What follows belongs to an exercise in optimizing a design on an open flow for small area, a short achievable clock period and few clock cycles per item; a production flow would make more cautious choices.
Only simulation tests tie the RTL to the original design; equivalence was not proved.

// icc2x_mod
module icc2x_mod (
    input  wire        clk,
    input  wire        rst,
    input  wire        req_valid,
    input  wire        req_cmd,       
    input  wire [63:0] req_word,      
    output wire        req_ready,
    output reg         res_valid,
    output reg  [15:0] cmp_a,
    output reg  [15:0] cmp_b,
    output reg  [15:0] cmp_c,
    output reg  [15:0] prd,
    output reg  [9:0]  db,
    output wire [9:0]  ramp_cur,
    output wire [31:0] ang
);
    localparam [7:0]  RST_FSW_KHZ = 8'd20;
    localparam [22:0] RST_QF      = 23'd214748;     
    localparam [7:0]  RST_RF      = 8'd7;           
    localparam [31:0] K_Y1        = 32'd4294967;    
    localparam [31:0] K_PWM       = 32'd50000;
    localparam [31:0] PH_OFF_B    = 32'h5555_5555;
    localparam [31:0] PH_OFF_C    = 32'hAAAA_AAAB;
    reg        rdy;
    assign req_ready = rdy;
    wire acc   = req_valid & rdy;
    wire acc_t = acc & ~req_cmd;
    wire acc_c = acc & req_cmd;
    wire [7:0]  w_fsw   = req_word[63:56];
    wire [9:0]  w_depth = req_word[55:46];
    wire [11:0] w_dt    = req_word[45:34];
    wire [9:0]  w_fund  = req_word[33:24];
    reg  [7:0]  fsw_fe;
    reg  [9:0]  cur_fe;
    reg         cnt_fe;
    reg  [9:0]  tgt_fe;
    wire [7:0]  in_fsw   = (w_fsw != 8'd0) ? w_fsw : fsw_fe;
    wire [9:0]  in_depth = (w_depth > 10'd1000) ? 10'd1000 : w_depth;
    wire [9:0]  in_tgt   = (w_fund > 10'd500) ? 10'd500 : w_fund;
    wire        fe_ne   = (cur_fe != tgt_fe);
    wire        fe_up   = (cur_fe < tgt_fe);
    wire [9:0]  fe_step = fe_up ? cur_fe + 10'd1 : cur_fe - 10'd1;
    reg         w_v;
    reg  [7:0]  w_fswr;
    reg  [9:0]  w_depthr;
    reg  [9:0]  w_tgtr;
    reg  [11:0] w_dtr;
    reg  [9:0]  w_f;
    reg  [5:0]  t0, t1;
    reg         d_busy;
    reg  [3:0]  d_cnt;
    reg  [7:0]  d_fsw;
    reg  [9:0]  d_fsw3;       
    reg  [9:0]  d_depth;
    reg  [9:0]  d_tgt;
    reg  [11:0] d_dt;
    reg  [9:0]  r1;           
    reg  [7:0]  r2;           
    reg  [7:0]  r3;           
    reg  [7:0]  r4;           
    reg  [31:0] ts_q;
    reg  [22:0] qf_q;
    reg  [15:0] prd_q;
    reg  [3:0]  chunk;
    reg  [25:0] g_q;
    reg  [9:0]  db_q;
    wire d_done = (d_cnt >= 4'd7);
    wire d_last = (d_cnt == 4'd7);
    reg  [9:0]  g_depth;      
    reg         g_last;       
    reg  [3:0]  qy_r;
    reg  [9:0]  n1, nf;
    reg  [7:0]  n2, n3, n4;
  ...
Size: roughly 790 flip-flops, roughly 190 I/O pins.
Settings: LEC_CHECK=0, CAP_MARGIN=20, CORE_MARGIN=2, CORE_UTILIZATION=55, SETUP_SLACK_MARGIN=5, SLEW_MARGIN=20, SYNTH_MEMORY_MAX_BITS=32768, TNS_END_PERCENT=5; clock period 10.0 ns.
run.sh (not shown) runs the stock make flow with config.mk's settings and CLKGATE_MAP_FILE= SYNTH_SCRIPT=/design/flow/synth_recipe.tcl, a recipe that flattens the netlist after the stock synthesis.
Testbench counts at the start, summed over its fixed seeds: cycles 13,264, ticks 11,259.
==> next run, changes <==
Settings changed: CORE_UTILIZATION 55 to 65, TNS_END_PERCENT 5 to 0.
What happened:
- The changed run finished with timing, DRC and antenna clean
- maximum frequency drops by a few percent
- cell area drops by a few percent
- final cell count drops by a few percent
- sequential cell count does not change
- routed wire length drops by a few percent
- count of clock-buffer cells in the layout drops by 7
- setup slack got worse by 0.17 ns
==> next run, changes <==
Settings changed: CORE_UTILIZATION 65 to 55.
Result: The changed run passed the timing, DRC and antenna checks; clock-buffer cell count is higher by 9; synthesized area stays the same; wire length is lower slightly; worst setup slack gains 0.070 ns; cell count is higher by a few percent.
==> next run, changes <==
Settings changed: CORE_UTILIZATION 55 to 45, TNS_END_PERCENT 0 to 5.
The changed run ran to the end with no violations.
Routed wire length increases by 3.8%.
Non-clock buffer count is higher by 144.
Die area came out higher by 22%.
Count of clock-buffer cells in the layout does not change.
Utilization goes down by 9.1 points.
Via count climbs by 0.61%.
==> next run, changes <==
Settings changed: CORE_UTILIZATION 45 to 55, PLACE_DENSITY from default to 0.7, TNS_END_PERCENT 5 to 0.
What happened: The changed run completed with no timing, DRC or antenna violations. Synthesized area is unchanged. Die area drops by about 18%. Via count climbs by 0.64%. Flip-flop and latch count is unchanged. Clock-buffer cell count rose by 3. Routed wire length drops by 2.1%. Clock skew hardly moves.

==> separate check: timing with driven ports <==
No port has a modelled driver above. Below, the same layouts with a new extraction and two added sets of constraints.
Step 1 sets driving cells, clkbuf_16 on the clock port and buf_2 on the other inputs (assumed; they add their load-dependent delay and slew).
Step 2 adds t to the input delays and takes it off the output delays; t is the mean of the earliest and latest rising clock arrival at the registers after step 1. Input paths then give back, and output paths get back, about the clock's delay inside the block.
a / b / c = no drivers / after step 1 / after step 2; a / b = the first two.
| run | t, ns | slack for setup (ns) | hold slack, ns |
|---|---|---|---|
| the first run | 0.843 | 3.722 / 3.722 / 3.722 | 0.307 / 0.307 / 0.307 |
| the second run | 0.819 | 3.556 / 3.556 / 3.556 | 0.317 / 0.317 / 0.317 |
| the third run | 0.825 | 3.627 / 3.627 / 3.627 | 0.318 / 0.318 / 0.318 |
| the fourth run | 0.845 | 3.532 / 3.532 / 3.532 | 0.325 / 0.325 / 0.325 |
| the fifth run | 0.831 | 3.638 / 3.638 / 3.638 | 0.313 / 0.313 / 0.313 |
After both steps every run listed still meets setup and hold.
